This design comes from an exercise in tuning for small area on the open sky130 flow, not from production work.
Only simulation tests tie the RTL to the original design; equivalence was not proved.
The clock port is modelled as an ideal driver; clocking choices that lean on that would not hold on a real chip.
Power figures rest on the tool's default switching activity, not on a simulated workload.

## build 9
Design pocsag_rx, start of the top module:
module pocsag_rx (
    input  wire        clk,
    input  wire        rst,
    input  wire        in_valid,
    input  wire [15:0] in_sample,
    output wire        pre_found,
    output wire        sync_found,
    output wire        out_valid,
    output wire [3:0]  out_index,
    output wire [31:0] out_word,
    output wire        out_fail,
    output wire        out_addr
);
    localparam PRE_MIN_T = 519;
    localparam [31:0]  KMP_P  = 32'h1BA84B3E;
    localparam [159:0] KMP_FB = {5'd2, 5'd2, 5'd4, 5'd1, 5'd1, 5'd5, 5'd1, 5'd1,
                                 5'd1, 5'd3, 5'd1, 5'd3, 5'd1, 5'd2, 5'd2, 5'd2,
                                 5'd3, 5'd1, 5'd2, 5'd3, 5'd1, 5'd4, 5'd1, 5'd1,
                                 5'd2, 5'd0, 5'd1, 5'd1, 5'd1, 5'd1, 5'd1, 5'd0};
    localparam [1:0] S_PRE   = 2'd0,
                     S_SYNC  = 2'd1,
                     S_BATCH = 2'd2;
    wire bit_valid, bit_val;
    pocsag_slicer u_slicer (
        .clk       (clk),
        .rst       (rst),
        .in_valid  (in_valid),
        .in_sample (in_sample),
        .bit_valid (bit_valid),
        .bit_val   (bit_val)
    );
    reg  [1:0]  state;
    reg  [5:0]  cnt;       
    reg  [3:0]  rnd;       
    reg         full;      
    reg  [9:0]  ptrans;
    reg         prev;      
    reg         arm;       
    reg         act;       
    reg  [3:0]  ph;
    reg  [3:0]  stg;       
    reg  [3:0]  pf;        
    reg  [15:0] ring [0:35];
    wire in_pre   = (state == S_PRE);
    wire in_sync  = (state == S_SYNC);
    wire [3:0] grp = cnt[5:2];    
    wire [1:0] c4  = cnt[1:0];
    wire [35:0] taps;
    genvar g;
    generate
        for (g = 0; g < 36; g = g + 1) begin : g_tap
            assign taps[g] = ring[g][0];
        end
    endgenerate
    reg  [8:0] dg;         
    integer r;
    always @* begin
        for (r = 0; r < 9; r = r + 1)
            dg[r] = (grp == r);
    end
    wire [8:0] dg_e   = in_sync ? 9'd1 : dg;
    wire [8:0] dprv   = {in_pre & dg_e[0], dg_e[8] | (~in_pre & dg_e[0]), dg_e[7:1]};
    wire [1:0] c4_e   = in_sync ? 2'd0 : c4;
  ...
export LEC_CHECK = 0
export CAP_MARGIN = 20
export CORE_MARGIN = 2
export CORE_UTILIZATION = 65
export CTS_BUF_LIST = sky130_fd_sc_hd__clkbuf_16
export CTS_CLUSTER_DIAMETER = 80
export CTS_CLUSTER_SIZE = 33
export GPL_ROUTABILITY_DRIVEN = 0
export GPL_TIMING_DRIVEN = 0
export PLACE_DENSITY = 0.75
export SLEW_MARGIN = 20
create_clock -name core_clock -period 14.0 [get_ports {clk}]
standard.sh (not shown) runs the stock make flow with config.mk's settings and CLKGATE_MAP_FILE= SYNTH_SCRIPT=/design/flow/synth_recipe.tcl, a recipe that flattens the netlist after the stock synthesis.
==> flow/flow/run.sh <==
#!/bin/bash
set -euo pipefail
W=$PWD
sed 's|^\( *\)log_cmd abc {\*}$abc_args$|\1log_cmd abc {*}[lreplace $abc_args 1 1 $::env(AREA_ABC_SCRIPT)]|' \
  "$FLOW_HOME/scripts/synth.tcl" > "$W/synth_area_orfs.tcl"
grep -q 'AREA_ABC_SCRIPT' "$W/synth_area_orfs.tcl"
sed "s|source \$::env(SCRIPTS_DIR)/synth.tcl|source $W/synth_area_orfs.tcl|" synth_recipe.tcl > "$W/synth_area.tcl"
grep -q "source $W/synth_area_orfs.tcl" "$W/synth_area.tcl"
export AREA_ABC_SCRIPT=$W/flow/abc_area.script
export BUFFER_PORTS_ARGS="-buffer_cell sky130_fd_sc_hd__buf_1"
export CTS_ARGS="-sink_clustering_enable -repair_clock_nets -sink_clustering_size 33 -sink_clustering_max_diameter 80 -buf_list sky130_fd_sc_hd__clkbuf_16 -dont_use_dummy_load"
bash standard.sh SYNTH_SCRIPT="$W/synth_area.tcl" cts > standard_cts.log 2>&1
R=orfs/results/$FLOW_PLATFORM/pocsag_rx/base
P=$FLOW_HOME/platforms/$FLOW_PLATFORM
DONT_USE=$(make -s -C "$FLOW_HOME" DESIGN_CONFIG="$W/config.mk" WORK_HOME="$W/orfs" print-DONT_USE_CELLS 2>/dev/null | sed -n 's/^DONT_USE_CELLS: //p')
RESULTS_DIR=$R PLATFORM_DIR=$P LIB_FILES=$P/lib/sky130_fd_sc_hd__tt_025C_1v80.lib DONT_USE_CELLS="$DONT_USE" \
  openroad -no_init -exit flow/recover.tcl > recover.log 2>&1
bash standard.sh SYNTH_SCRIPT="$W/synth_area.tcl" finish > standard.log 2>&1
==> flow/flow/abc_area.script <==
&get -n
&st
&dch -f
&nf -a -R 1000
&st
&syn2
&dch -f
&nf -a -R 1000
&st
&syn2
&dch -f
&nf -a -R 1000
&st
&syn2
&dch -f
&nf -a -R 1000
&put
==> flow/flow/recover.tcl <==
# Between clock tree synthesis and global routing: size cells down where the
# timing allows (OpenROAD's power recovery), then legalize the placement.
set res $::env(RESULTS_DIR)
read_liberty $::env(LIB_FILES)
read_db $res/4_cts.odb
read_sdc $res/4_cts.sdc
source $::env(PLATFORM_DIR)/setRC.tcl
set_dont_use $::env(DONT_USE_CELLS)
estimate_parasitics -placement
report_worst_slack -max
report_design_area
repair_timing -recover_power 100 -setup_margin 0.5 -verbose
detailed_placement
check_placement -verbose
estimate_parasitics -placement
report_worst_slack -max
report_check_types -max_slew -max_capacitance -violators
report_design_area
write_db $res/4_cts.odb
Every stage of the flow completed for build 9, and the final layout passed the timing, DRC and antenna checks.
diff inputs: build 9 => build 57
diff --git a/flow/flow/abc_area.script b/flow/flow/abc_area.script
--- a/flow/flow/abc_area.script
+++ b/flow/flow/abc_area.script
@@ -16,0 +17,8 @@
+&st
+&deepsyn -T 60
+&dch -f
+&nf -a -R 1000
+&st
+&deepsyn -T 60
+&dch -f
+&nf -a -R 1000
Notes after the runs:
- Build 57 against build 9: H-tree depth closely matched the old numbers; number of non-filler instances in the completed layout dropped 22; total power went down 0.085 mW; length of routed wiring on met1 has decreased; count of nets after finishing dropped about 1.2%.
- Compared with build 9, in build 57 largest buffer count on any clock path now sits at about the same level; internal power summed over all cells went down about 2%.
Input changes introduced in build 60 (baseline for comparison: build 57):
Settings: GPL_TIMING_DRIVEN no longer set, was 0; GPL_ROUTABILITY_DRIVEN no longer set, was 0.
==> flow/flow/abc_area.script <==
&get -n
&st
&dch -f
&nf -a -R 1000
&st
&syn2
&dch -f
&nf -a -R 1000
&st
&syn2
&dch -f
&nf -a -R 1000
&st
&syn2
&dch -f
&nf -a -R 1000
&put
==> comparison <==
- Build 60 vs. build 57: minimum clock period went down by 620 ps.
- On clock-buffer cell count, the higher figure sits with build 60, not build 57.
- From build 57 to build 60 the numbers moved as follows: iteration-0 DRC count of the detailed router shrank by 240, count of TritonRoute iterations in the first routing pass shrank by 1, final-layout non-clock buffer area share held steady, sum of net half-perimeters after detailed placement grew by 11%.
- Re part of the cycle the worst path needs: build 57 was higher than build 60.
- Build 57 has a lower total number of multi-input combinational cells than build 60.
For build 68, these inputs were changed with respect to build 60:
Settings: changing CTS_CLUSTER_SIZE from 33 to 30; changing CORE_UTILIZATION from 65 to 80; changing PLACE_DENSITY from 0.75 to 0.85; changing CTS_CLUSTER_DIAMETER from 80 to 120.
diff --git a/flow/flow/run.sh b/flow/flow/run.sh
--- a/flow/flow/run.sh
+++ b/flow/flow/run.sh
@@ -11 +11 @@
-export CTS_ARGS="-sink_clustering_enable -repair_clock_nets -sink_clustering_size 33 -sink_clustering_max_diameter 80 -buf_list sky130_fd_sc_hd__clkbuf_16 -dont_use_dummy_load"
+export CTS_ARGS="-sink_clustering_enable -repair_clock_nets -sink_clustering_size 30 -sink_clustering_max_diameter 120 -buf_list sky130_fd_sc_hd__clkbuf_16 -dont_use_dummy_load"
Findings:
Build 60 vs build 68, highest routed metal layer: met5 vs met4. Combinational fraction of design power: build 68 vs build 60 up 2.4 points. From build 68 to build 60, sequential cell count did not move at all. Build 60 → build 68: sum of met2 wire segment lengths after detailed routing increased 40%; routed wire length increased 12 mm.
Edits applied to the flow inputs when going from build 68 to build 76:
Settings: swapping 80 for 65 in CORE_UTILIZATION; swapping 0.85 for 0.75 in PLACE_DENSITY.
diff --git a/flow/flow/run.sh b/flow/flow/run.sh
--- a/flow/flow/run.sh
+++ b/flow/flow/run.sh
@@ -11 +10,0 @@
-export CTS_ARGS="-sink_clustering_enable -repair_clock_nets -sink_clustering_size 30 -sink_clustering_max_diameter 120 -buf_list sky130_fd_sc_hd__clkbuf_16 -dont_use_dummy_load"
Notes after the runs:
Build 76 | stages: all done | timing, DRC, antenna: all pass. Build 76: final cycle utilization of the critical path is 2.6 points lower than what build 68 reported. The met3 usage in global routing in build 76 was lower than what build 68 gave. Note that the number of tap instances recorded for build 68 amounts to 0.831 times the value seen in build 76. Compared with build 68, in build 76 largest net degree at the start of global routing flat; fraction of area in registers fell by 0.27 points; final setup slack of the worst path rose by 370 ps; final area up 90 µm²; layout buffering overhead excluding clock cells level.

* * *

## run A
Another version of the RTL of pocsag_rx (not shown whole).
Size in the first run: about 1700 cells after synthesis, about 650 flip-flops, ~60 I/O pins.
==> flow/config.mk <==
export PLATFORM = sky130hd
export DESIGN_NAME = pocsag_rx
export DESIGN_NICKNAME = pocsag_rx
export VERILOG_FILES = /design/flow/design.v
export SDC_FILE = /design/flow/constraint.sdc
export NUM_CORES = 4
export LEC_CHECK = 0
export CAP_MARGIN = 20
export CORE_MARGIN = 2
export CORE_UTILIZATION = 40
export SLEW_MARGIN = 20
==> flow/constraint.sdc <==
create_clock -name core_clock -period 14.0 [get_ports {clk}]
set_input_delay 2.8000 -clock core_clock [delete_from_list [all_inputs] [get_ports {clk}]]
set_output_delay 2.8000 -clock core_clock [all_outputs]
set_load 0.01 [all_outputs]
run.sh (not shown) runs the stock make flow with config.mk's settings and CLKGATE_MAP_FILE= SYNTH_SCRIPT=/design/flow/synth_recipe.tcl, a recipe that flattens the netlist after the stock synthesis.
Stock flow here: none of the scripts above is used.
Run A went all the way through the flow, and no timing, DRC or antenna check failed.
Relative to run A, the following input files were edited for run B:
--- a/flow/config.mk
+++ b/flow/config.mk
@@ -7,2 +7,3 @@
 export LEC_CHECK = 0
+export ABC_AREA = 1
 export CAP_MARGIN = 20
==> summary.txt <==
[compare] base=run A new=run B: switching power share of the total +2.4 points, netlist area before placement +about 5%, setup slack at placement +1.16 ns. Of run A and run B, the run reporting the lower number of nets in the synthesized netlist was run A. Looking at total die area, run B sits about 5% higher than run A does.
> inputs changed (run B -> run C)
--- a/flow/config.mk
+++ b/flow/config.mk
@@ -7,3 +7,2 @@
 export LEC_CHECK = 0
-export ABC_AREA = 1
 export CAP_MARGIN = 20
@@ -11,2 +10,4 @@
 export CORE_UTILIZATION = 40
+export CTS_BUF_LIST = sky130_fd_sc_hd__clkbuf_8
+export CTS_CLUSTER_SIZE = 30
 export SLEW_MARGIN = 20
### Flow results
Of run B and run C, the run reporting the higher number of distinct library cell variants in the gate-level netlist after synthesis was run C. Re critical path depth: run B and run C aren't equal, and the higher value belongs to run B. Run C vs run B, routed metal-1 wire length went down by 12%. Critical path's slowest cell: sky130_fd_sc_hd__a2111oi_0 -> run C, sky130_fd_sc_hd__clkdlybuf4s50_1 -> run B. Comparing run B and run C, the lower core utilization of the finished layout was measured on run C.

## what the ideal ports hide
The results above use ideal ports. As a check the final layouts listed here were re-extracted and re-timed, cells and wires unchanged.
Step 1 (the two cells are an assumption about what drives the block):
set clk [get_ports {clk}]
set_driving_cell -lib_cell sky130_fd_sc_hd__clkbuf_16 $clk
set_driving_cell -lib_cell sky130_fd_sc_hd__buf_2 [delete_from_list [all_inputs] $clk]
Step 2, shift: input delay + t, output delay - t, t = (earliest + latest rising clock arrival at the registers) / 2. This alone moves slack from input paths to output paths.
Slacks: ideal ports / drivers / drivers and shift; pairs: ideal ports / drivers.
| run | shift t [ns] | setup WS [ns] | worst setup path at the end | worst data-port slew with drivers (ns) | cell pins on the clock port's net |
|---|---|---|---|---|---|
| build 9 | 0.595 | 2.042 / 2.074 / 1.479 | input to register | 0.03 | 1 |
| build 57 | 0.595 | 1.377 / 1.401 / 0.806 | input to register | 0.03 | 1 |
| build 60 | 0.586 | 1.993 / 2.017 / 1.431 | input to register | 0.03 | 1 |
| build 68 | 0.609 | 1.635 / 1.660 / 1.051 | input to register | 0.05 | 1 |
| build 76 | 0.616 | 2.005 / 2.030 / 1.414 | input to register | 0.03 | 1 |
| run A | 0.651 | 2.213 / 2.246 / 1.595 | input to register | 0.05 | 1 |
| run B | 0.645 | 3.423 / 3.461 / 2.815 | input to register | 0.04 | 1 |
| run C | 0.738 | 2.232 / 2.264 / 1.526 | input to register | 0.05 | 1 |
After both steps setup and hold are still met in every run listed. The setup slack of run C, which loses most, moves by +0.032 ns with the drivers and by -0.706 ns with both steps.
